This design comes from an exercise in tuning for small area and a short achievable clock period on the open sky130 flow, not from production work.
Function was checked by simulation only, so behaviour that the tests miss may differ from the original.
No activity file was given, so power comes from the tool's default toggle rates.

File: flow/design.v
module sqan_rxsync (
    input  wire         clk,
    input  wire         rst,                  
    input  wire [1:0]   in_cmd,
    input  wire [15:0]  in_i,
    input  wire [15:0]  in_q,
    input  wire [6:0]   cfg_percent,          
    input  wire [1:0]   cfg_hdr_w,            
    input  wire [11:0]  cfg_header,           
    input  wire         cfg_byte_timing,      
    input  wire [7:0]   cfg_timing_interval,  
    input  wire [4:0]   cfg_slot_bits,        
    input  wire [7:0]   cfg_sync0,            
    input  wire [7:0]   cfg_sync1,            
    input  wire         cfg_screen,           
    input  wire         cfg_esc_en,           
    input  wire [7:0]   cfg_esc_marker,       
    input  wire [7:0]   cfg_esc_xor,          
    input  wire [2:0]   cfg_esc_extra,        
    output reg          flush_valid,
    output reg          flush_emit,
    output reg  [4:0]   flush_n,
    output reg          flush_sync,
    output reg          flush_overflow,
    output reg  [127:0] flush_bytes,          
    output wire         st_searching,
    output wire         st_inverted,
    output wire         st_ignore,
    output wire [4:0]   st_count
);
    reg        [3:0]  pd_one;           
    reg        [3:0]  pd_two;           
    reg        [3:0]  pd_sg;            
    reg        [11:0] xr;               
    reg               searching;
    reg        [11:0] window;           
    reg               inverted;
    reg        [4:0]  bit_cnt;
    reg        [6:0]  temp;             
    reg               ignore_hdr;
    reg        [7:0]  slots_left;
    reg        [7:0]  dataout [0:15];
    reg        [4:0]  idx;
    reg               sync_found;
    reg               match_idx;
    reg               overflow;
    assign st_searching = searching;
    assign st_inverted  = inverted;
    assign st_ignore    = ignore_hdr;
    assign st_count     = idx;
    wire is_sample   = (in_cmd == 2'd1);
    wire is_scan_end = (in_cmd == 2'd2);
    wire inv_eff = !searching && inverted;    
    wire rx, rx_n;
    sqan_thr u_thr (.x(in_i[11:0]), .xr(xr), .one(pd_one), .two(pd_two), .sg(pd_sg),
                    .inv(inv_eff), .rx(rx), .rx_n(rx_n));
    reg [11:0] hdr_mask;
    always @(*) begin
        case (cfg_hdr_w)
            2'd0:    hdr_mask = 12'h0FF;
            2'd1:    hdr_mask = 12'h1FF;
            2'd2:    hdr_mask = 12'h7FF;
            default: hdr_mask = 12'hFFF;
        endcase
    end
    wire [11:1] hdr_diff = (window[10:0] ^ cfg_header[11:1]) & hdr_mask[11:1];
    wire        hi_norm  = (hdr_diff == 11'd0);
    wire        hi_inv   = (hdr_diff == hdr_mask[11:1]);
    wire       byte_done = ignore_hdr ? (bit_cnt + 5'd1 == cfg_slot_bits) : (bit_cnt == 5'd7);
    wire       lt32 = (temp[6:4] == 3'd0);
    wire       esc0 = cfg_esc_en && (lt32 || (cfg_esc_extra[0] && temp == 7'h20));
    wire       esc1 = cfg_esc_en && (lt32 || (cfg_esc_extra[1] && temp == 7'h3F)
                                         || (cfg_esc_extra[2] && temp == 7'h7F));
    wire [7:0] sync_expect = match_idx ? cfg_sync1 : cfg_sync0;
    wire       hit_hi      = (temp == sync_expect[7:1]);
    wire       room0     = !idx[4];
    wire       room1     = (idx < 5'd15);
    wire [7:0] slots_dec = slots_left - 8'd1;
    wire       slots_end = (slots_dec == 8'd0);
    wire       tint_nz   = (cfg_timing_interval != 8'd0);
    wire [4:0] cnt_inc   = bit_cnt + 5'd1;
    reg        nv_s   [0:1];            
    reg        nv_inv [0:1];            
    reg        nv_clr [0:1];            
    reg [4:0]  nv_idx [0:1];            
    reg        nv_ov  [0:1];            
    reg        nv_fnd [0:1];            
    reg        nv_mx  [0:1];            
    reg        nv_ign [0:1];            
    reg        nv_sld [0:1];            
    reg [7:0]  nv_bus0 [0:1];           
    reg [7:0]  nv_bus1 [0:1];           
    integer    b;
    reg        mn, mi, esc, hit, found_nx, enter;
    reg [7:0]  byte_v, out0, out1;
    always @(*) begin
        for (b = 0; b < 2; b = b + 1) begin
            mn       = hi_norm && (cfg_header[0] == b[0]);
            mi       = hi_inv  && (cfg_header[0] != b[0]);
            esc      = b[0] ? esc1 : esc0;
            hit      = hit_hi && (sync_expect[0] == b[0]);
            found_nx = sync_found || (hit && match_idx);
            enter    = cfg_byte_timing && found_nx && tint_nz;
            byte_v   = {temp, b[0]};
            out0     = esc ? cfg_esc_marker : byte_v;
            out1     = byte_v ^ cfg_esc_xor;
            nv_bus0[b] = idx[0] ? out1 : out0;
            nv_bus1[b] = idx[0] ? out0 : out1;
            nv_s[b] = searching; nv_inv[b] = inverted; nv_clr[b] = 1'b0;
            nv_idx[b] = idx; nv_ov[b] = overflow; nv_fnd[b] = sync_found;
            nv_mx[b] = match_idx; nv_ign[b] = ignore_hdr; nv_sld[b] = 1'b0;
            if (is_sample) begin
                if (searching) begin
                    if (mn || mi) begin
                        nv_s[b] = 1'b0; nv_inv[b] = mi; nv_clr[b] = 1'b1;
                    end
                end else if (byte_done) begin
                    nv_clr[b] = 1'b1;
                    nv_idx[b] = !room0 ? idx : (esc && room1) ? idx + 5'd2 : idx + 5'd1;
                    if (!room0 || (esc && !room1)) nv_ov[b] = 1'b1;
                    nv_fnd[b] = found_nx;
                    nv_mx[b]  = hit && !match_idx;
                    if (ignore_hdr) begin
                        nv_sld[b] = 1'b1;
                        if (slots_end) begin
                            nv_ign[b] = 1'b0; nv_s[b] = 1'b1;
                        end
                    end else if (enter) begin
                        nv_ign[b] = 1'b1; nv_sld[b] = 1'b1;
                    end else begin
                        nv_s[b] = 1'b1;
                    end
                end
            end else if (is_scan_end) begin
                nv_idx[b] = 5'd0; nv_fnd[b] = 1'b0; nv_mx[b] = 1'b0; nv_ov[b] = 1'b0;
            end
        end
    end
    wire [12:0] sel_a;
    wire [15:0] sel_b;
    sqan_sel #(.W(13)) u_sel_a (
        .s(rx),
        .a({nv_s[0], nv_inv[0], nv_clr[0], nv_ov[0], nv_fnd[0], nv_bus0[0]}),
        .b({nv_s[1], nv_inv[1], nv_clr[1], nv_ov[1], nv_fnd[1], nv_bus0[1]}),
        .y(sel_a));
    sqan_sel #(.W(16)) u_sel_b (
        .s(rx_n),
        .a({nv_idx[1], nv_mx[1], nv_ign[1], nv_sld[1], nv_bus1[1]}),
        .b({nv_idx[0], nv_mx[0], nv_ign[0], nv_sld[0], nv_bus1[0]}),
        .y(sel_b));
    wire       s_nx     = sel_a[12];
    wire       inv_nx   = sel_a[11];
    wire       clr_cnt  = sel_a[10];
    wire       ov_nx    = sel_a[9];
    wire       fnd_nx   = sel_a[8];
    wire [7:0] bus_even = sel_a[7:0];
    wire [4:0] idx_nx   = sel_b[15:11];
    wire       mx_nx    = sel_b[10];
    wire       ign_nx   = sel_b[9];
    wire       ld_slots = sel_b[8];
    wire [7:0] bus_odd  = sel_b[7:0];
    wire [4:0] cnt_keep = (is_sample && !searching) ? cnt_inc : bit_cnt;
    wire [7:0] sl_load  = ignore_hdr ? slots_dec : cfg_timing_interval;
    wire assemble = is_sample && !searching;
    wire complete = assemble && byte_done;
    wire [8:0] pb = {2'b00, cfg_percent, 1'b0};
    integer d;
    always @(posedge clk)
        for (d = 0; d < 4; d = d + 1) begin
            pd_one[d] <= pb[2*d+1] ^ pb[2*d];
            pd_two[d] <= (pb[2*d+2] & ~pb[2*d+1] & ~pb[2*d]) | (~pb[2*d+2] & pb[2*d+1] & pb[2*d]);
            pd_sg[d]  <= ~pb[2*d+2] & (pb[2*d+1] | pb[2*d]);
        end
    always @(posedge clk) begin
        if (rst) begin
            xr            <= 12'd0;
            searching     <= 1'b1;
            window        <= 12'd0;
            inverted      <= 1'b0;
            bit_cnt       <= 5'd0;
            ignore_hdr    <= 1'b0;
            slots_left    <= 8'd0;
            idx           <= 5'd0;
            sync_found    <= 1'b0;
            match_idx     <= 1'b0;
            overflow      <= 1'b0;
        end else begin
            if (is_sample) begin
                xr <= in_i[11:0];
                if (searching)
                    window <= {window[10:0], rx};    
            end
            searching  <= s_nx;
            inverted   <= inv_nx;
            bit_cnt    <= clr_cnt ? 5'd0 : cnt_keep;
            if (ld_slots)
                slots_left <= sl_load;
            idx        <= idx_nx;
            overflow   <= ov_nx;
            sync_found <= fnd_nx;
            match_idx  <= mx_nx;
            ignore_hdr <= ign_nx;
        end
    end
    always @(posedge clk)
        if (assemble)
            temp <= {temp[5:0], rx};
    genvar k;
    generate
        for (k = 0; k < 16; k = k + 1) begin : g_cell
            wire wr = (idx == k) || (idx + 5'd1 == k);
            always @(posedge clk)
                if (complete && wr)
                    dataout[k] <= (k % 2 == 0) ? bus_even : bus_odd;
        end
    endgenerate
    integer j;
    always @(posedge clk) begin
        flush_valid <= !rst && is_scan_end;
        if (is_scan_end) begin
            flush_emit     <= (idx != 5'd0) && (!cfg_screen || sync_found);
            flush_n        <= idx;
            flush_sync     <= sync_found;
            flush_overflow <= overflow;
            for (j = 0; j < 16; j = j + 1)
                flush_bytes[8*j +: 8] <= dataout[j];
        end
    end
endmodule
module sqan_sel #(parameter W = 1) (
    input  wire         s,
    input  wire [W-1:0] a,
    input  wire [W-1:0] b,
    output wire [W-1:0] y
);
    assign y = s ? b : a;
endmodule
module sqan_thr (
    input  wire [11:0] x,
    input  wire [11:0] xr,
    input  wire [3:0]  one,    
    input  wire [3:0]  two,    
    input  wire [3:0]  sg,     
    input  wire        inv,    
    output wire        rx,
    output wire        rx_n    
);
    wire [19:0] u_add_s;
    wire t173 = u_add_s[0];
    wire t259 = u_add_s[1];
    wire t260 = u_add_s[2];
    wire t261 = u_add_s[3];
    wire t262 = u_add_s[4];
    wire t263 = u_add_s[5];
    wire t264 = u_add_s[6];
    wire t265 = u_add_s[7];
    wire t266 = u_add_s[8];
    wire t267 = u_add_s[9];
    wire t268 = u_add_s[10];
    wire t269 = u_add_s[11];
    wire t270 = u_add_s[12];
    wire t271 = u_add_s[13];
    wire t272 = u_add_s[14];
    wire t273 = u_add_s[15];
    wire t274 = u_add_s[16];
    wire t275 = u_add_s[17];
    wire t276 = u_add_s[18];
    wire t277 = u_add_s[19];
    wire t394;
    wire t0 = ((one[0] & xr[0]) | (two[0] & 1'b0)) ^ sg[0];
    wire t1 = ((one[0] & xr[1]) | (two[0] & xr[0])) ^ sg[0];
    wire t2 = ((one[0] & xr[2]) | (two[0] & xr[1])) ^ sg[0];
    wire t3 = ((one[0] & xr[3]) | (two[0] & xr[2])) ^ sg[0];
    wire t4 = ((one[0] & xr[4]) | (two[0] & xr[3])) ^ sg[0];
    wire t5 = ((one[0] & xr[5]) | (two[0] & xr[4])) ^ sg[0];
    wire t6 = ((one[0] & xr[6]) | (two[0] & xr[5])) ^ sg[0];
    wire t7 = ((one[0] & xr[7]) | (two[0] & xr[6])) ^ sg[0];
    wire t8 = ((one[0] & xr[8]) | (two[0] & xr[7])) ^ sg[0];
    wire t9 = ((one[0] & xr[9]) | (two[0] & xr[8])) ^ sg[0];
    wire t10 = ((one[0] & xr[10]) | (two[0] & xr[9])) ^ sg[0];
    wire t11 = ((one[0] & xr[11]) | (two[0] & xr[10])) ^ sg[0];
    wire t12 = ((one[0] & xr[11]) | (two[0] & xr[11])) ^ sg[0];
    wire t13 = ~t12;
    wire t14 = ((one[1] & xr[0]) | (two[1] & 1'b0)) ^ sg[1];
    wire t15 = ((one[1] & xr[1]) | (two[1] & xr[0])) ^ sg[1];
    wire t16 = ((one[1] & xr[2]) | (two[1] & xr[1])) ^ sg[1];
    wire t17 = ((one[1] & xr[3]) | (two[1] & xr[2])) ^ sg[1];
    wire t18 = ((one[1] & xr[4]) | (two[1] & xr[3])) ^ sg[1];
    wire t19 = ((one[1] & xr[5]) | (two[1] & xr[4])) ^ sg[1];
    wire t20 = ((one[1] & xr[6]) | (two[1] & xr[5])) ^ sg[1];
    wire t21 = ((one[1] & xr[7]) | (two[1] & xr[6])) ^ sg[1];
    wire t22 = ((one[1] & xr[8]) | (two[1] & xr[7])) ^ sg[1];
    wire t23 = ((one[1] & xr[9]) | (two[1] & xr[8])) ^ sg[1];
    wire t24 = ((one[1] & xr[10]) | (two[1] & xr[9])) ^ sg[1];
    wire t25 = ((one[1] & xr[11]) | (two[1] & xr[10])) ^ sg[1];
    wire t26 = ((one[1] & xr[11]) | (two[1] & xr[11])) ^ sg[1];
    wire t27 = ~t26;
    wire t28 = ((one[2] & xr[0]) | (two[2] & 1'b0)) ^ sg[2];
    wire t29 = ((one[2] & xr[1]) | (two[2] & xr[0])) ^ sg[2];
    wire t30 = ((one[2] & xr[2]) | (two[2] & xr[1])) ^ sg[2];
    wire t31 = ((one[2] & xr[3]) | (two[2] & xr[2])) ^ sg[2];
    wire t32 = ((one[2] & xr[4]) | (two[2] & xr[3])) ^ sg[2];
    wire t33 = ((one[2] & xr[5]) | (two[2] & xr[4])) ^ sg[2];
    wire t34 = ((one[2] & xr[6]) | (two[2] & xr[5])) ^ sg[2];
    wire t35 = ((one[2] & xr[7]) | (two[2] & xr[6])) ^ sg[2];
    wire t36 = ((one[2] & xr[8]) | (two[2] & xr[7])) ^ sg[2];
    wire t37 = ((one[2] & xr[9]) | (two[2] & xr[8])) ^ sg[2];
    wire t38 = ((one[2] & xr[10]) | (two[2] & xr[9])) ^ sg[2];
    wire t39 = ((one[2] & xr[11]) | (two[2] & xr[10])) ^ sg[2];
    wire t40 = ((one[2] & xr[11]) | (two[2] & xr[11])) ^ sg[2];
    wire t41 = ~t40;
    wire t42 = ((one[3] & xr[0]) | (two[3] & 1'b0)) ^ sg[3];
    wire t43 = ((one[3] & xr[1]) | (two[3] & xr[0])) ^ sg[3];
    wire t44 = ((one[3] & xr[2]) | (two[3] & xr[1])) ^ sg[3];
    wire t45 = ((one[3] & xr[3]) | (two[3] & xr[2])) ^ sg[3];
    wire t46 = ((one[3] & xr[4]) | (two[3] & xr[3])) ^ sg[3];
    wire t47 = ((one[3] & xr[5]) | (two[3] & xr[4])) ^ sg[3];
    wire t48 = ((one[3] & xr[6]) | (two[3] & xr[5])) ^ sg[3];
    wire t49 = ((one[3] & xr[7]) | (two[3] & xr[6])) ^ sg[3];
    wire t50 = ((one[3] & xr[8]) | (two[3] & xr[7])) ^ sg[3];
    wire t51 = ((one[3] & xr[9]) | (two[3] & xr[8])) ^ sg[3];
    wire t52 = ((one[3] & xr[10]) | (two[3] & xr[9])) ^ sg[3];
    wire t53 = ((one[3] & xr[11]) | (two[3] & xr[10])) ^ sg[3];
    wire t54 = ((one[3] & xr[11]) | (two[3] & xr[11])) ^ sg[3];
    wire t55 = ~t54;
    wire t56 = ~xr[11];
    wire t57 = sg[3] ^ t6;
    wire t58 = sg[3] & t6;
    wire t59 = t7 ^ t19;
    wire t60 = t7 & t19;
    wire t61 = t8 ^ t20;
    wire t62 = t8 & t20;
    wire t63 = t9 ^ t21;
    wire t64 = t9 & t21;
    wire t65 = t10 ^ t22;
    wire t66 = t10 & t22;
    wire t67 = t11 ^ t23;
    wire t68 = t11 & t23;
    wire t69 = 1'b1 ^ t24 ^ t36;
    wire t70 = (1'b1 & t24) | (1'b1 & t36) | (t24 & t36);
    wire t71 = sg[1] ^ t56;
    wire t72 = sg[1] & t56;
    wire t73 = sg[2] ^ t4;
    wire t74 = sg[2] & t4;
    wire t75 = t5 ^ t17;
    wire t76 = t5 & t17;
    wire t77 = t18 ^ t30 ^ t42;
    wire t78 = (t18 & t30) | (t18 & t42) | (t30 & t42);
    wire t79 = t31 ^ t43 ^ t58;
    wire t80 = (t31 & t43) | (t31 & t58) | (t43 & t58);
    wire t81 = t32 ^ t44 ^ t60;
    wire t82 = (t32 & t44) | (t32 & t60) | (t44 & t60);
    wire t83 = t33 ^ t45 ^ t62;
    wire t84 = (t33 & t45) | (t33 & t62) | (t45 & t62);
    wire t85 = t34 ^ t46 ^ t64;
    wire t86 = (t34 & t46) | (t34 & t64) | (t46 & t64);
    wire t87 = t35 ^ t47 ^ t66;
    wire t88 = (t35 & t47) | (t35 & t66) | (t47 & t66);
    wire t89 = t48 ^ t13 ^ t68;
    wire t90 = (t48 & t13) | (t48 & t68) | (t13 & t68);
    wire t91 = t25 ^ t37 ^ t49;
    wire t92 = (t25 & t37) | (t25 & t49) | (t37 & t49);
    wire t93 = t38 ^ t50;
    wire t94 = t38 & t50;
    wire t95 = 1'b1 ^ t39;
    wire t96 = 1'b1 & t39;
    wire t97 = 1'b1 ^ t52;
    wire t98 = 1'b1 & t52;
    wire t99 = t2 ^ t14;
    wire t100 = t2 & t14;
    wire t101 = t72 ^ t3 ^ t15;
    wire t102 = (t72 & t3) | (t72 & t15) | (t3 & t15);
    wire t103 = t16 ^ t28 ^ t73;
    wire t104 = (t16 & t28) | (t16 & t73) | (t28 & t73);
    wire t105 = t29 ^ t74 ^ t75;
    wire t106 = (t29 & t74) | (t29 & t75) | (t74 & t75);
    wire t107 = t76 ^ t77 ^ t57;
    wire t108 = (t76 & t77) | (t76 & t57) | (t77 & t57);
    wire t109 = t78 ^ t59 ^ t79;
    wire t110 = (t78 & t59) | (t78 & t79) | (t59 & t79);
    wire t111 = t61 ^ t80 ^ t81;
    wire t112 = (t61 & t80) | (t61 & t81) | (t80 & t81);
    wire t113 = t63 ^ t82 ^ t83;
    wire t114 = (t63 & t82) | (t63 & t83) | (t82 & t83);
    wire t115 = t65 ^ t84 ^ t85;
    wire t116 = (t65 & t84) | (t65 & t85) | (t84 & t85);
    wire t117 = t67 ^ t86 ^ t87;
    wire t118 = (t67 & t86) | (t67 & t87) | (t86 & t87);
    wire t119 = t69 ^ t88 ^ t89;
    wire t120 = (t69 & t88) | (t69 & t89) | (t88 & t89);
    wire t121 = t70 ^ t91 ^ t90;
    wire t122 = (t70 & t91) | (t70 & t90) | (t91 & t90);
    wire t123 = t27 ^ t92 ^ t93;
    wire t124 = (t27 & t92) | (t27 & t93) | (t92 & t93);
    wire t125 = t51 ^ t94 ^ t95;
    wire t126 = (t51 & t94) | (t51 & t95) | (t94 & t95);
    wire t127 = t41 ^ t96 ^ t97;
    wire t128 = (t41 & t96) | (t41 & t97) | (t96 & t97);
    wire t129 = 1'b1 ^ t53 ^ t98;
    wire t130 = (1'b1 & t53) | (1'b1 & t98) | (t53 & t98);
    wire t131 = 1'b1 ^ t55;
    wire t132 = 1'b1 & t55;
    wire t278 = ~x[11];
    wire t279 = x[0] ^ x[3];
    wire t280 = x[0] & x[3];
    wire t281 = (x[0] & x[1]) | (x[0] & x[4]) | (x[1] & x[4]);
    wire t282 = x[0] ^ x[1] ^ x[4];
    wire t283 = (x[1] & x[2]) | (x[1] & x[5]) | (x[2] & x[5]);
    wire t284 = x[1] ^ x[2] ^ x[5];
    wire t285 = (x[2] & x[3]) | (x[2] & x[6]) | (x[3] & x[6]);
    wire t286 = x[2] ^ x[3] ^ x[6];
    wire t287 = (x[3] & x[4]) | (x[3] & x[7]) | (x[4] & x[7]);
    wire t288 = x[3] ^ x[4] ^ x[7];
    wire t289 = (x[4] & x[5]) | (x[4] & x[8]) | (x[5] & x[8]);
    wire t290 = x[4] ^ x[5] ^ x[8];
    wire t291 = (x[5] & x[6]) | (x[5] & x[9]) | (x[6] & x[9]);
    wire t292 = x[5] ^ x[6] ^ x[9];
    wire t293 = (x[6] & x[7]) | (x[6] & x[10]) | (x[7] & x[10]);
    wire t294 = x[6] ^ x[7] ^ x[10];
    wire t295 = (x[7] & x[8]) | (x[7] & t278) | (x[8] & t278);
    wire t296 = x[7] ^ x[8] ^ t278;
    wire t297 = x[8] ^ x[9];
    wire t298 = x[8] & x[9];
    wire t299 = x[9] ^ x[10];
    wire t300 = x[9] & x[10];
    wire t301 = x[10] ^ t278;
    wire t302 = x[10] & t278;
    wire t303 = (t264 & t280) | (t264 & t282) | (t280 & t282);
    wire t304 = t264 ^ t280 ^ t282;
    wire t305 = (t265 & t281) | (t265 & t284) | (t281 & t284);
    wire t306 = t265 ^ t281 ^ t284;
    wire t307 = (t266 & t283) | (t266 & t286) | (t283 & t286);
    wire t308 = t266 ^ t283 ^ t286;
    wire t309 = (t267 & t285) | (t267 & t288) | (t285 & t288);
    wire t310 = t267 ^ t285 ^ t288;
    wire t311 = (t268 & t287) | (t268 & t290) | (t287 & t290);
    wire t312 = t268 ^ t287 ^ t290;
    wire t313 = (t269 & t289) | (t269 & t292) | (t289 & t292);
    wire t314 = t269 ^ t289 ^ t292;
    wire t315 = (t270 & t291) | (t270 & t294) | (t291 & t294);
    wire t316 = t270 ^ t291 ^ t294;
    wire t317 = (t271 & t293) | (t271 & t296) | (t293 & t296);
    wire t318 = t271 ^ t293 ^ t296;
    wire t319 = (t272 & t295) | (t272 & t297) | (t295 & t297);
    wire t320 = t272 ^ t295 ^ t297;
    wire t321 = (t273 & t298) | (t273 & t299) | (t298 & t299);
    wire t322 = t273 ^ t298 ^ t299;
    wire t323 = (t274 & t300) | (t274 & t301) | (t300 & t301);
    wire t324 = t274 ^ t300 ^ t301;
    wire t325 = (t275 & t278) | (t275 & t302) | (t278 & t302);
    wire t326 = t275 ^ t278 ^ t302;
    wire t327 = t277 ^ inv;
    wire [19:0] u_add_a = {t132, t130, t128, t126, t124, t122, t120, t118, t116, t114, t112, t110, t108, t106, t104, t102, t100, t99, t56, sg[0]};
    wire [19:0] u_add_b = {1'b0, t131, t129, t127, t125, t123, t121, t119, t117, t115, t113, t111, t109, t107, t105, t103, t101, t71, t1, t0};
    sqan_thr_add u_add (.a(u_add_a), .b(u_add_b), .s(u_add_s));
    wire [17:0] u_sign_a = {t327, t276, t326, t324, t322, t320, t318, t316, t314, t312, t310, t308, t306, t304, t263, t262, t261, t260};
    wire [17:0] u_sign_b = {1'b0, t325, t323, t321, t319, t317, t315, t313, t311, t309, t307, t305, t303, 1'b0, t279, x[2], x[1], x[0]};
    sqan_thr_sign u_sign (.a(u_sign_a), .b(u_sign_b), .ge(t394), .lt(rx_n));
    assign rx = t394;
endmodule
module sqan_thr_add (
    input  wire [19:0] a,
    input  wire [19:0] b,
    output wire [19:0] s
);
    wire [19:0] g = a & b;
    wire [19:0] p = a ^ b;
    wire c0 = g[1] | (p[1] & g[0]);
    wire c1 = g[3] | (p[3] & g[2]);
    wire q1 = p[3] & p[2];
    wire c2 = g[5] | (p[5] & g[4]);
    wire q2 = p[5] & p[4];
    wire c3 = g[7] | (p[7] & g[6]);
    wire q3 = p[7] & p[6];
    wire c4 = g[9] | (p[9] & g[8]);
    wire q4 = p[9] & p[8];
    wire c5 = g[11] | (p[11] & g[10]);
    wire q5 = p[11] & p[10];
    wire c6 = g[13] | (p[13] & g[12]);
    wire q6 = p[13] & p[12];
    wire c7 = g[15] | (p[15] & g[14]);
    wire q7 = p[15] & p[14];
    wire c8 = g[17] | (p[17] & g[16]);
    wire q8 = p[17] & p[16];
    wire c9 = g[19] | (p[19] & g[18]);
    wire q9 = p[19] & p[18];
    wire c10 = c1 | (q1 & c0);
    wire c11 = c3 | (q3 & c2);
    wire q11 = q3 & q2;
    wire c12 = c5 | (q5 & c4);
    wire q12 = q5 & q4;
    wire c13 = c7 | (q7 & c6);
    wire q13 = q7 & q6;
    wire c14 = c9 | (q9 & c8);
    wire q14 = q9 & q8;
    wire c15 = c11 | (q11 & c10);
    wire c16 = c13 | (q13 & c12);
    wire q16 = q13 & q12;
    wire c17 = c16 | (q16 & c15);
    wire c18 = c12 | (q12 & c15);
    wire c19 = c14 | (q14 & c17);
    wire c20 = c2 | (q2 & c10);
    wire c21 = c4 | (q4 & c15);
    wire c22 = c6 | (q6 & c18);
    wire c23 = c8 | (q8 & c17);
    wire c24 = g[2] | (p[2] & c0);
    wire c25 = g[4] | (p[4] & c10);
    wire c26 = g[6] | (p[6] & c20);
    wire c27 = g[8] | (p[8] & c15);
    wire c28 = g[10] | (p[10] & c21);
    wire c29 = g[12] | (p[12] & c18);
    wire c30 = g[14] | (p[14] & c22);
    wire c31 = g[16] | (p[16] & c17);
    wire c32 = g[18] | (p[18] & c23);
    assign s[0] = p[0];
    assign s[1] = p[1] ^ g[0];
    assign s[2] = p[2] ^ c0;
    assign s[3] = p[3] ^ c24;
    assign s[4] = p[4] ^ c10;
    assign s[5] = p[5] ^ c25;
    assign s[6] = p[6] ^ c20;
    assign s[7] = p[7] ^ c26;
    assign s[8] = p[8] ^ c15;
    assign s[9] = p[9] ^ c27;
    assign s[10] = p[10] ^ c21;
    assign s[11] = p[11] ^ c28;
    assign s[12] = p[12] ^ c18;
    assign s[13] = p[13] ^ c29;
    assign s[14] = p[14] ^ c22;
    assign s[15] = p[15] ^ c30;
    assign s[16] = p[16] ^ c17;
    assign s[17] = p[17] ^ c31;
    assign s[18] = p[18] ^ c23;
    assign s[19] = p[19] ^ c32;
endmodule
module sqan_thr_sign (
    input  wire [17:0] a,
    input  wire [17:0] b,
    output wire        ge,
    output wire        lt
);
    wire [16:0] g = a[16:0] & b[16:0];
    wire [16:0] t = a[16:0] | b[16:0];
    wire g0_0 = g[1] | (t[1] & g[0]);
    wire g0_1 = g[3] | (t[3] & g[2]);
    wire t0_1 = t[3] & t[2];
    wire g0_2 = g[5] | (t[5] & g[4]);
    wire t0_2 = t[5] & t[4];
    wire g0_3 = g[7] | (t[7] & g[6]);
    wire t0_3 = t[7] & t[6];
    wire g0_4 = g[9] | (t[9] & g[8]);
    wire t0_4 = t[9] & t[8];
    wire g0_5 = g[11] | (t[11] & g[10]);
    wire t0_5 = t[11] & t[10];
    wire g0_6 = g[13] | (t[13] & g[12]);
    wire t0_6 = t[13] & t[12];
    wire g0_7 = g[15] | (t[15] & g[14]);
    wire t0_7 = t[15] & t[14];
    wire g1_0 = g0_1 | (t0_1 & g0_0);
    wire g1_1 = g0_3 | (t0_3 & g0_2);
    wire t1_1 = t0_3 & t0_2;
    wire g1_2 = g0_5 | (t0_5 & g0_4);
    wire t1_2 = t0_5 & t0_4;
    wire g1_3 = g0_7 | (t0_7 & g0_6);
    wire t1_3 = t0_7 & t0_6;
    wire g2_0 = g1_1 | (t1_1 & g1_0);
    wire g2_1 = g1_3 | (t1_3 & g1_2);
    wire t2_1 = t1_3 & t1_2;
    wire g3_0 = g2_1 | (t2_1 & g2_0);
    wire g4_0 = g[16] | (t[16] & g3_0);
    wire c = g4_0;
    assign lt = a[17] ^ b[17] ^ c;
    assign ge = ~lt;
endmodule
File: flow/flow/run.sh
#!/bin/bash
# Standard layout with three changes to how it is optimised:
#  - the port buffers are made from the smallest buffer cell (buffer_ports
#    otherwise picks sky130_fd_sc_hd__clkdlybuf4s50_1); the resizer still
#    upsizes any of them that timing or slew needs;
#  - the buffers that synthesis (ABC) put in are removed at floorplan, and the
#    resizer buffers the nets as placement needs;
#  - repair_timing aims for a larger setup slack than the constraint needs, so
#    that it shortens the critical paths (the SDC and clock are unchanged).
set -euo pipefail
export BUFFER_PORTS_ARGS="-buffer_cell sky130_fd_sc_hd__buf_1"
export REMOVE_ABC_BUFFERS=1
export SETUP_SLACK_MARGIN=16
bash standard.sh > standard_make.log 2>&1
File: flow/standard.sh
#!/bin/bash
# synth_recipe.tcl (not shown) runs the flow's synth.tcl, then flattens the netlist and writes it again
# the make line also repeats each setting of config.mk as NAME=value (left out here)
make -C /OpenROAD-flow-scripts/flow DESIGN_CONFIG=/design/flow/config.mk WORK_HOME=/design/flow/orfs CLKGATE_MAP_FILE= SYNTH_SCRIPT=/design/flow/synth_recipe.tcl "${@:-finish}"
File: flow/config.mk
export PLATFORM = sky130hd
export DESIGN_NAME = sqan_rxsync
export DESIGN_NICKNAME = sqan_rxsync
export VERILOG_FILES = /design/flow/design.v
export SDC_FILE = /design/flow/constraint.sdc
export NUM_CORES = 4
export LEC_CHECK = 0
export CAP_MARGIN = 20
export CORE_MARGIN = 2
export CORE_UTILIZATION = 40
export CTS_CLUSTER_DIAMETER = 70
export CTS_CLUSTER_SIZE = 30
export PLACE_DENSITY = 0.75
export SLEW_MARGIN = 20
export SYNTH_HIERARCHICAL = 1
File: flow/constraint.sdc
create_clock -name core_clock -period 22.0 [get_ports {clk}]
set_input_delay 4.4000 -clock core_clock [delete_from_list [all_inputs] [get_ports {clk}]]
set_output_delay 4.4000 -clock core_clock [all_outputs]
set_load 0.01 [all_outputs]
==> results of run 1 <==
worst paths after layout:
| path | startpoint | end | slack (ns) | cells past startpoint |
|---|---|---|---|---|
| max | in_i[2] | dataout[15][4]$_DFFE_PP_ | 14.99 | 12 |
| min | dataout[9][1]$_DFFE_PP_ | flush_bytes[73]$_DFFE_PP_ | 0.40 | 0 |
| max reg2reg | pd_one[0]$_DFF_P_ | overflow$_SDFF_PP0_ | 15.39 | 26 |
| min reg2reg | dataout[9][1]$_DFFE_PP_ | flush_bytes[73]$_DFFE_PP_ | 0.40 | 0 |
registers in the layout, summed over array words and instances, names as in the netlist, 4 cells and up:
name / flops
pd_sg: 4
xr: 12
flush_bytes: 128
window: 11
slots_left: 8
temp: 7
dataout: 128
pd_two: 4
idx: 5
pd_one: 4
flush_n: 5
bit_cnt: 5
report_power, final:
part / leakage, uW / total (uW) / switching [uW] / internal, uW
Combinational: 0.00333 / 1070 / 544 / 523
Clock: 0.000378 / 447 / 243 / 204
Sequential: 0.00298 / 810 / 16.8 / 794
worst max-delay path: cells and delay by family:
kind	cells	cell delay, ns
AOI/OAI and AO/OA	2	0.34
adders and majority gates	3	1.28
buffers and inverters	4	0.52
muxes	1	0.37
and+or+nand+nor	2	0.36
layout make-up:
class	instances	area [um2]	area share (%)
diodes	3	7.51	0.0389
clock buffers	26	554	2.87
clock inverters	12	253	1.31
inverters	90	352	1.82
multi-input cells	794	6740	34.9
flip-flops and latches	331	9340	48.3
well taps	532	666	3.44
repair buffers	265	1410	7.30
timing repair:
item | in CTS | in global routing
pin swaps | 15 | 15
gates resized for setup | 87 | 20
buffers inserted | 10 | 11
hold buffers | 0 | 0
gates cloned | 3 | 1
endpoints found under the setup margin | 365 | 365
metal layers:
layer	routed length [um]	global-route usage, %	vias up
met1	16400	23.1	5210
met3	2550	3.34	67
met2	18300	29.5	348
li1	-	-	5003
met5	47	0	-
met4	983	5.05	8
through the flow:
step                      utilization [%]  worst slack (ns)  std cells  hold slack [ns]  total power [uW]
after floorplan                         -             13.60       1214            0.400              1340
after global placement               43.6             13.93       1987            0.400              1550
after detailed placement             43.6             13.89       1987            0.405              1570
after CTS                            46.7             14.98       2038            0.394              2260
after global routing                 47.3             14.90       2051            0.391              2450
final                                47.3             14.99       2053            0.395              2320
==> flow_summary.json, run 1 <==
{
  "die-area_mm2": 0.0430,
  "critical_path.slowest_cell": "fa_1",
  "grt_overflow": 0,
  "syn_avg_cell_area_um2": 13.0,
  "clkLatencyLatePin_ns": 0.56,
  "io_pins": 253,
  "syn_area_mm2": 0.0166,
  "area_growth_pct": 16.8,
  "die_width_um": 207,
  "ys_warn_count": 19,
  "gp_congestion": 0.866,
  "start_kind": "primary input",
  "drcViolationCount": 0,
  "grt_pass1_wl_um": 59800,
  "first_pass_iters": 7,
  "drt-wirelength-per-cell_um": 18.6,
  "hp-class": "reg2reg",
  "fin_skew_ns": 0.0327,
  "slew_headroom_pct": 33.2,
  "synthesis.instances": 1276,
  "grt_usage_pct": 17.5,
  "rsz0062_at_grt": "yes",
  "report.final.slew_viol_count": 0,
  "drv_cap": 0,
  "tightest_slew_ns": 1.00,
  "vdd_ir_drop_max_mv": 0.0952,
  "critical_path_class": "in2reg",
  "p_leak_uw": 0.00669,
  "drtAntennaViolNets": 0,
  "max_freq_ghz": 0.143,
  "layout_commonest_cell": "edfxtp_1",
  "htreeDepth": 1,
  "status": "timing/DRC/antenna clean",
  "rows": 74,
  "fill_cells": 3552,
  "antenna_found_initial": 7,
  "core_mm2": 0.0408,
  "cts_buffers": 21,
  "place_area_mm2": 0.0178,
  "finalCritPeriodShare_pct": 31.9,
  "setup_viol": 0,
  "worstPathMaxFanout": 8,
  "viasPerCell": 5.18,
  "fin_area_mm2": 0.0193,
  "crit_chain": "buf_12 -> fa_1 -> fa_1 -> or2_1 -> maj3_2 -> o2111ai_2 -> o211ai_1 -> buf_4 -> nand3_4 -> buf_12 -> buf_16 -> mux2_4",
  "drive_above_1_share_pct": 13.8,
  "die_y_um": 207,
  "initial_core_util_pct": 40.5,
  "final_cell_mix": "271 x edfxtp_1, 219 x buf_1, 97 x nand2_1",
  "cts.clk_slew.worst_paths_ns": 0.10,
  "root_buffer": "clkbuf_16",
  "critPathCaptureType": "flop",
  "max_stage_delay_ns": 0.54,
  "fin_crit_ns": 7.01,
  "p_per_area_mw_per_mm2": 120,
  "grt_pass1_vias": 10500,
  "first_iter_violations": 716,
  "hold_violations": 0,
  "cts_tree": "built",
  "io_buffers": 232,
  "grt_max_degree": 84,
  "crit_arrival_ns": 7.30,
  "vias": 10600,
  "clk_path_buf_depth": 3,
  "setup_tns_ns": 0,
  "cp.required_ns": 22.28,
  "cts.sinks": 331,
  "drt_wl_total_um": 38300,
  "hpwl_um": 27400,
  "finalNetCount": 1711
}
==> run 2: changes to the inputs <==
--- a/flow/design.v
+++ b/flow/design.v
@@ -51,9 +51,14 @@
     wire is_sample   = (in_cmd == 2'd1);
     wire is_scan_end = (in_cmd == 2'd2);
     wire inv_eff = !searching && inverted;    
-    wire rx, rx_n;
+    wire top, cy;
     sqan_thr u_thr (.x(in_i[11:0]), .xr(xr), .one(pd_one), .two(pd_two), .sg(pd_sg),
-                    .inv(inv_eff), .rx(rx), .rx_n(rx_n));
+                    .inv(inv_eff), .top(top), .cy(cy));
+    wire rx_a, rx_b, rx_c, rx_d;
+    sqan_rxbit u_rx_a (.top(top), .cy(cy), .rx(rx_a));
+    sqan_rxbit u_rx_b (.top(top), .cy(cy), .rx(rx_b));
+    sqan_rxbit u_rx_c (.top(top), .cy(cy), .rx(rx_c));
+    sqan_rxbit u_rx_d (.top(top), .cy(cy), .rx(rx_d));
     reg [11:0] hdr_mask;
     always @(*) begin
         case (cfg_hdr_w)
@@ -136,29 +141,26 @@
             end
         end
     end
-    wire [12:0] sel_a;
-    wire [15:0] sel_b;
-    sqan_sel #(.W(13)) u_sel_a (
-        .s(rx),
-        .a({nv_s[0], nv_inv[0], nv_clr[0], nv_ov[0], nv_fnd[0], nv_bus0[0]}),
-        .b({nv_s[1], nv_inv[1], nv_clr[1], nv_ov[1], nv_fnd[1], nv_bus0[1]}),
+    wire [7:0] sel_a;
+    wire [4:0] sel_b;
+    wire [7:0] bus_even, bus_odd;
+    sqan_sel #(.W(8)) u_sel_a (
+        .s(rx_a),
+        .a({nv_s[0], nv_inv[0], nv_clr[0], nv_ov[0], nv_fnd[0], nv_mx[0], nv_ign[0], nv_sld[0]}),
+        .b({nv_s[1], nv_inv[1], nv_clr[1], nv_ov[1], nv_fnd[1], nv_mx[1], nv_ign[1], nv_sld[1]}),
         .y(sel_a));
-    sqan_sel #(.W(16)) u_sel_b (
-        .s(rx_n),
-        .a({nv_idx[1], nv_mx[1], nv_ign[1], nv_sld[1], nv_bus1[1]}),
-        .b({nv_idx[0], nv_mx[0], nv_ign[0], nv_sld[0], nv_bus1[0]}),
-        .y(sel_b));
-    wire       s_nx     = sel_a[12];
-    wire       inv_nx   = sel_a[11];
-    wire       clr_cnt  = sel_a[10];
-    wire       ov_nx    = sel_a[9];
-    wire       fnd_nx   = sel_a[8];
-    wire [7:0] bus_even = sel_a[7:0];
-    wire [4:0] idx_nx   = sel_b[15:11];
-    wire       mx_nx    = sel_b[10];
-    wire       ign_nx   = sel_b[9];
-    wire       ld_slots = sel_b[8];
-    wire [7:0] bus_odd  = sel_b[7:0];
+    sqan_sel #(.W(5)) u_sel_b (.s(rx_b), .a(nv_idx[0]), .b(nv_idx[1]), .y(sel_b));
+    sqan_sel #(.W(8)) u_sel_c (.s(rx_c), .a(nv_bus0[0]), .b(nv_bus0[1]), .y(bus_even));
+    sqan_sel #(.W(8)) u_sel_d (.s(rx_d), .a(nv_bus1[0]), .b(nv_bus1[1]), .y(bus_odd));
+    wire       s_nx     = sel_a[7];
+    wire       inv_nx   = sel_a[6];
+    wire       clr_cnt  = sel_a[5];
+    wire       ov_nx    = sel_a[4];
+    wire       fnd_nx   = sel_a[3];
+    wire       mx_nx    = sel_a[2];
+    wire       ign_nx   = sel_a[1];
+    wire       ld_slots = sel_a[0];
+    wire [4:0] idx_nx   = sel_b;
     wire [4:0] cnt_keep = (is_sample && !searching) ? cnt_inc : bit_cnt;
     wire [7:0] sl_load  = ignore_hdr ? slots_dec : cfg_timing_interval;
     wire assemble = is_sample && !searching;
@@ -188,7 +190,7 @@
             if (is_sample) begin
                 xr <= in_i[11:0];
                 if (searching)
-                    window <= {window[10:0], rx};    
+                    window <= {window[10:0], rx_b};    
             end
             searching  <= s_nx;
             inverted   <= inv_nx;
@@ -204,7 +206,7 @@
     end
     always @(posedge clk)
         if (assemble)
-            temp <= {temp[5:0], rx};
+            temp <= {temp[5:0], rx_b};
     genvar k;
     generate
         for (k = 0; k < 16; k = k + 1) begin : g_cell
@@ -227,6 +229,13 @@
         end
     end
 endmodule
+module sqan_rxbit (
+    input  wire top,
+    input  wire cy,
+    output wire rx
+);
+    assign rx = top ^ cy;
+endmodule
 module sqan_sel #(parameter W = 1) (
     input  wire         s,
     input  wire [W-1:0] a,
@@ -242,8 +251,8 @@
     input  wire [3:0]  two,    
     input  wire [3:0]  sg,     
     input  wire        inv,    
-    output wire        rx,
-    output wire        rx_n    
+    output wire        top,    
+    output wire        cy
 );
     wire [19:0] u_add_s;
     wire t173 = u_add_s[0];
@@ -266,7 +275,6 @@
     wire t275 = u_add_s[17];
     wire t276 = u_add_s[18];
     wire t277 = u_add_s[19];
-    wire t394;
     wire t0 = ((one[0] & xr[0]) | (two[0] & 1'b0)) ^ sg[0];
     wire t1 = ((one[0] & xr[1]) | (two[0] & xr[0])) ^ sg[0];
     wire t2 = ((one[0] & xr[2]) | (two[0] & xr[1])) ^ sg[0];
@@ -455,8 +463,8 @@
     sqan_thr_add u_add (.a(u_add_a), .b(u_add_b), .s(u_add_s));
     wire [17:0] u_sign_a = {t327, t276, t326, t324, t322, t320, t318, t316, t314, t312, t310, t308, t306, t304, t263, t262, t261, t260};
     wire [17:0] u_sign_b = {1'b0, t325, t323, t321, t319, t317, t315, t313, t311, t309, t307, t305, t303, 1'b0, t279, x[2], x[1], x[0]};
-    sqan_thr_sign u_sign (.a(u_sign_a), .b(u_sign_b), .ge(t394), .lt(rx_n));
-    assign rx = t394;
+    sqan_thr_carry u_sign (.a(u_sign_a[16:0]), .b(u_sign_b[16:0]), .cy(cy));
+    assign top = ~(u_sign_a[17] ^ u_sign_b[17]);
 endmodule
 module sqan_thr_add (
     input  wire [19:0] a,
@@ -533,14 +541,13 @@
     assign s[18] = p[18] ^ c23;
     assign s[19] = p[19] ^ c32;
 endmodule
-module sqan_thr_sign (
-    input  wire [17:0] a,
-    input  wire [17:0] b,
-    output wire        ge,
-    output wire        lt
+module sqan_thr_carry (
+    input  wire [16:0] a,
+    input  wire [16:0] b,
+    output wire        cy
 );
-    wire [16:0] g = a[16:0] & b[16:0];
-    wire [16:0] t = a[16:0] | b[16:0];
+    wire [16:0] g = a & b;
+    wire [16:0] t = a | b;
     wire g0_0 = g[1] | (t[1] & g[0]);
     wire g0_1 = g[3] | (t[3] & g[2]);
     wire t0_1 = t[3] & t[2];
@@ -568,7 +575,5 @@
     wire t2_1 = t1_3 & t1_2;
     wire g3_0 = g2_1 | (t2_1 & g2_0);
     wire g4_0 = g[16] | (t[16] & g3_0);
-    wire c = g4_0;
-    assign lt = a[17] ^ b[17] ^ c;
-    assign ge = ~lt;
+    assign cy = g4_0;
 endmodule
--- a/flow/flow/run.sh
+++ b/flow/flow/run.sh
@@ -10,5 +10,5 @@
 set -euo pipefail
 export BUFFER_PORTS_ARGS="-buffer_cell sky130_fd_sc_hd__buf_1"
 export REMOVE_ABC_BUFFERS=1
-export SETUP_SLACK_MARGIN=16
+export SETUP_SLACK_MARGIN=15
 bash standard.sh > standard_make.log 2>&1
--- a/flow/config.mk
+++ b/flow/config.mk
@@ -10,6 +10,5 @@
 export CORE_UTILIZATION = 40
 export CTS_CLUSTER_DIAMETER = 70
 export CTS_CLUSTER_SIZE = 30
-export PLACE_DENSITY = 0.75
 export SLEW_MARGIN = 20
 export SYNTH_HIERARCHICAL = 1
==> flow_summary.json, run 2 <==
{
  "post-route-util_pct": 46.8,
  "p_leak_uw": 0.00663,
  "fin_skew_ns": 0.0297,
  "rsz0062_at_grt": "yes",
  "layout_commonest_cell": "edfxtp_1",
  "crit_arrival_ns": 7.51,
  "grt_max_degree": 77,
  "p_per_area_mw_per_mm2": 128,
  "grt_overflow": 0,
  "first_iter_violations": 623,
  "report.final.slew_viol_count": 0,
  "cp_top_family": "compound AO/OA/AOI/OAI gates",
  "vdd_ir_drop_max_mv": 0.139,
  "die-area_mm2": 0.0429,
  "slew_headroom_pct": 35.5,
  "cts.sinks": 331,
  "rows": 74,
  "vias": 10400,
  "crit_buf_inv": 3,
  "crit_chain": "buf_8 -> fa_1 -> fa_1 -> a222oi_1 -> o21ai_1 -> a211oi_4 -> o32ai_4 -> buf_12 -> xor2_2 -> buf_6 -> mux2_4 -> a21oi_4 -> a211oi_2",
  "critical_path.slowest_cell": "fa_1",
  "critPathCaptureType": "flop",
  "finalNetCount": 1698,
  "area_growth_pct": 15.7,
  "first_pass_iters": 5,
  "setup_tns_ns": 0,
  "ys_warn_count": 31,
  "synthesis.instances": 1272,
  "final_cell_mix": "271 x edfxtp_1, 219 x buf_1, 100 x nand2_1",
  "clk_path_buf_depth": 3,
  "drtAntennaViolNets": 0,
  "root_buffer": "clkbuf_16",
  "core_mm2": 0.0408,
  "grt_usage_pct": 17.2,
  "met2_usage_pct": 27.3,
  "cts.clk_slew.worst_paths_ns": 0.10,
  "top_regs": "dataout: 128 flops, flush_bytes: 128 flops, xr: 12 flops",
  "drv_cap": 0,
  "setup_viol": 0,
  "fin_crit_ns": 7.09,
  "hold_violations": 0,
  "critical_path_class": "in2reg",
  "htreeDepth": 1,
  "drcViolationCount": 0,
  "initial_core_util_pct": 40.4,
  "io_buffers": 232,
  "die_y_um": 207,
  "die_width_um": 207,
  "antenna_cells": 0,
  "drt_wl_total_um": 37600,
  "status": "timing/DRC/antenna clean",
  "max_freq_ghz": 0.141,
  "gp_congestion": 0.858,
  "crit_top_cell": "fa_1",
  "report.power.total_uw": 2450,
  "cp.required_ns": 22.43,
  "start_kind": "primary input",
  "grt_pass1_vias": 10200,
  "drt-wirelength-per-cell_um": 18.4,
  "preCtsSetupSlack_ns": 13.06,
  "antenna_found_initial": 8,
  "hp-class": "reg2reg",
  "max_stage_delay_ns": 0.54,
  "use_met3_pct": 4.17,
  "finalCritPeriodShare_pct": 32.2,
  "grt-busiest-layer": "met2",
  "io_pins": 253,
  "cts_buffers": 22,
  "grt_pass1_wl_um": 58400,
  "worstPathMaxFanout": 8,
  "clkLatencyLatePin_ns": 0.57,
  "drive_above_1_share_pct": 12.8,
  "tightest_slew_ns": 0.965,
  "hpwl_um": 26600,
  "reg2reg_slack_ns": 15.30,
  "cts_tree": "built",
  "viasPerCell": 5.10,
  "syn_avg_cell_area_um2": 13.0,
  "grtUsageMet1_pct": 24.1,
  "syn_area_mm2": 0.0165,
  "fin_ws_ns": 14.91
}
run 2: per-layer routing:
| layer | vias to the layer above | routed length, um |
|---|---|---|
| met4 | 16 | 510 |
| met1 | 5070 | 17100 |
| li1 | 4959 | - |
| met3 | 49 | 2680 |
| met2 | 294 | 17200 |
| met5 | - | 105 |
run 2: repair_timing:
| item | in CTS | in global routing |
|---|---|---|
| cloned | 1 | 0 |
| hold buffers | 0 | 0 |
| resized for setup | 64 | 20 |
| buffers inserted | 13 | 3 |
| endpoints found under the setup margin | 154 | 153 |
| pin swaps | 21 | 10 |
run 2: worst paths after layout:
check	end	startpoint	cells after the start
setup / recovery	slots_left[4]$_SDFFE_PP0P_	in_i[2]	13
hold / removal	flush_bytes[26]$_DFFE_PP_	dataout[3][2]$_DFFE_PP_	0
setup reg to reg	slots_left[4]$_SDFFE_PP0P_	pd_two[1]$_DFF_P_	27
hold reg to reg	flush_bytes[26]$_DFFE_PP_	dataout[3][2]$_DFFE_PP_	0
run 2: final cells by class:
cell class	count	area, um2
Clock buffer	23	554
Tap cell	532	666
Multi-Input combinational cell	789	6720
Clock inverter	17	277
Inverter	91	349
Timing Repair Buffer	255	1210
Sequential cell	331	9340
Fill cell	3696	21700
run 2: through the flow:
| stage | cell area, um2 | cells | hold slack [ns] |
|---|---|---|---|
| 3_3_place_gp | 17800 | 1981 | 0.401 |
| 3_5_place_dp | 17800 | 1981 | 0.405 |
| 6_report | 19100 | 2038 | 0.410 |
| 2_1_floorplan | 16200 | 1210 | 0.400 |
| 5_1_grt | 19100 | 2038 | 0.421 |
| 4_1_cts | 19000 | 2035 | 0.413 |
run 2: power by group:
part / internal [uW] / switching (uW)
sequential: 824 / 16.6
clock: 218 / 248
combinational: 540 / 608
==> run 3: changes to the inputs <==
--- a/flow/flow/run.sh
+++ b/flow/flow/run.sh
@@ -10,5 +10,5 @@
 set -euo pipefail
 export BUFFER_PORTS_ARGS="-buffer_cell sky130_fd_sc_hd__buf_1"
 export REMOVE_ABC_BUFFERS=1
-export SETUP_SLACK_MARGIN=15
+export SETUP_SLACK_MARGIN=16
 bash standard.sh > standard_make.log 2>&1
==> flow_summary.json, run 3 <==
{
  "status": "timing/DRC/antenna clean",
  "p_leak_uw": 0.00673,
  "syn_area_mm2": 0.0165,
  "syn_avg_cell_area_um2": 13.0,
  "tightest_slew_ns": 0.936,
  "layout_commonest_cell": "edfxtp_1",
  "power.internal_uw": 1590,
  "critPathCaptureType": "flop",
  "cts_tree": "built",
  "max_stage_delay_ns": 0.54,
  "top_regs": "dataout: 128 flops, flush_bytes: 128 flops, xr: 12 flops",
  "io_buffers": 232,
  "grt_pass1_wl_um": 58600,
  "crit_top_cell": "fa_1",
  "clkLatencyLatePin_ns": 0.57,
  "root_buffer": "clkbuf_16",
  "setup_tns_ns": 0,
  "drt-wirelength-per-cell_um": 18.4,
  "hold_buffers": 0,
  "synthesis.instances": 1272,
  "first_pass_iters": 5,
  "drive_above_1_share_pct": 14.4,
  "die_y_um": 207,
  "vias": 10500,
  "rows": 74,
  "setup_viol": 0,
  "start_kind": "primary input",
  "vdd_ir_drop_max_mv": 0.155,
  "drtAntennaViolNets": 0,
  "io_pins": 253,
  "grt_usage_pct": 17.2,
  "worstPathMaxFanout": 8,
  "final_cell_mix": "271 x edfxtp_1, 220 x buf_1, 100 x nand2_1",
  "die-area_mm2": 0.0429,
  "gp_congestion": 0.858,
  "fin_area_mm2": 0.0195,
  "grt_max_degree": 77,
  "critical_path_class": "in2reg",
  "grt_overflow": 0,
  "die_width_um": 207,
  "crit_buf_inv": 3,
  "preCtsSetupSlack_ns": 13.06,
  "report.final.slew_viol_count": 0,
  "antenna_found_initial": 8,
  "cts_buffers": 22,
  "first_iter_violations": 659,
  "initial_core_util_pct": 40.4,
  "place_area_mm2": 0.0178,
  "rsz0062_at_grt": "yes",
  "p_sw_uw": 876,
  "ys_warn_count": 31,
  "grt_pass1_vias": 10300,
  "area_growth_pct": 17.9,
  "fin_crit_ns": 7.08,
  "crit_arrival_ns": 7.50,
  "multiInputGateArea_mm2": 0.00684,
  "reg2reg_slack_ns": 15.26,
  "htreeDepth": 1,
  "clk_path_buf_depth": 3,
  "p_per_area_mw_per_mm2": 126,
  "fin_ws_ns": 14.92,
  "drcViolationCount": 0,
  "hpwl_um": 26600,
  "cp.required_ns": 22.42,
  "viasPerCell": 5.11,
  "cts.sinks": 331,
  "fin_skew_ns": 0.0308,
  "cp_top_family": "compound AO/OA/AOI/OAI gates",
  "ff_latch_area_mm2": 0.00934,
  "finalNetCount": 1708,
  "cts.clk_slew.worst_paths_ns": 0.10,
  "crit_chain": "buf_8 -> fa_1 -> fa_1 -> a222oi_1 -> o21ai_1 -> a211oi_4 -> o32ai_4 -> buf_12 -> xor2_2 -> buf_6 -> mux2_4 -> a21oi_2 -> a211oi_1",
  "hp-class": "reg2reg",
  "hold_violations": 0,
  "fill_cells": 3647,
  "critical_path.slowest_cell": "fa_1",
  "power_frac_clock_pct": 18.9,
  "core_mm2": 0.0408,
  "switching_share_pct": 35.6,
  "max_freq_ghz": 0.141,
  "finalCritPeriodShare_pct": 32.2,
  "drt_wl_total_um": 37600,
  "combPwrFrac_pct": 46.9,
  "antenna_cells": 0,
  "pwr-share-seq_pct": 34.1,
  "drv_cap": 0,
  "slew_headroom_pct": 37.5
}
==> run 3: final cells by class <==
type | count | share of cell area, %
Clock buffer | 23 | 2.85
Clock inverter | 17 | 1.42
Inverter | 91 | 1.82
Multi-Input combinational cell | 789 | 35.1
Sequential cell | 331 | 48.0
Tap cell | 532 | 3.42
Timing Repair Buffer | 265 | 7.37
==> run 3: per-stage QoR <==
stage | total power [uW] | hold slack, ns | instances | util (%)
after floorplan | 1430 | 0.400 | 1210 | -
after global placement | 1690 | 0.401 | 1981 | 43.5
after detailed placement | 1710 | 0.405 | 1981 | 43.5
after CTS | 2470 | 0.413 | 2035 | 46.9
after global routing | 2600 | 0.421 | 2048 | 47.7
final | 2460 | 0.409 | 2048 | 47.7
==> run 3: repair_timing <==
| action | in CTS | in global routing |
|---|---|---|
| pin swaps | 22 | 23 |
| setup endpoints to repair | 358 | 360 |
| buffers inserted | 13 | 13 |
| gates cloned | 1 | 0 |
| gates resized for setup | 104 | 16 |
==> run 3: metal layers <==
layer | GRT usage [%] | routed length, um | vias up
met5 | 0 | 105 | -
met2 | 27.4 | 17400 | 315
met4 | 3.13 | 527 | 16
li1 | - | - | 4977
met3 | 4.15 | 2740 | 53
met1 | 24.2 | 16900 | 5097
==> run 3: final timing paths <==
path,start,cells past startpoint,endpoint
worst min register to register,dataout[3][2]$_DFFE_PP_,0,flush_bytes[26]$_DFFE_PP_
worst min-delay path,dataout[3][2]$_DFFE_PP_,0,flush_bytes[26]$_DFFE_PP_
worst max-delay path,in_i[2],13,slots_left[4]$_SDFFE_PP0P_
worst max register to register,pd_one[1]$_DFF_P_,27,slots_left[4]$_SDFFE_PP0P_
==> run 3: power groups by stage <==
stage | registers [uW] | logic [uW] | clock network, uW
5_1_grt | 842 | 1260 | 505
6_report | 841 | 1160 | 466
3_3_place_gp | 855 | 836 | 0
2_1_floorplan | 854 | 578 | 0
4_1_cts | 841 | 1150 | 483
3_5_place_dp | 855 | 854 | 0

==> afterwards: timing with drivers on the ports <==
In the flow no input, the clock included, has a driving cell. The finished layouts below were timed again as built, in two steps.
Step 1: set_driving_cell puts a clkbuf_16 on clk and a buf_2 on each other input, an assumption about the parent block.
Step 2 moves the port delays by t, midway between the first and last clock arrival at a register: inputs arrive t later, outputs are due t later. That takes back most of the time a late clock gives input paths.
Three values: ideal, step 1, step 2; two values: the first two.
| run | t, ns | slack for setup (ns) | worst setup path at the end | worst register clock-pin slew, ns | worst data-port slew with drivers (ns) |
|---|---|---|---|---|---|
| run 1 | 0.591 | 14.987 / 14.988 / 14.397 | input to register | 0.10 / 0.10 | 0.10 |
| run 2 | 0.604 | 14.914 / 14.911 / 14.307 | input to register | 0.10 / 0.10 | 0.12 |
| run 3 | 0.607 | 14.918 / 14.915 / 14.308 | input to register | 0.10 / 0.10 | 0.12 |
After both steps setup and hold are still met in every run listed. The setup slack of run 3, which loses most, moves by -0.003 ns with the drivers and by -0.610 ns with both steps.
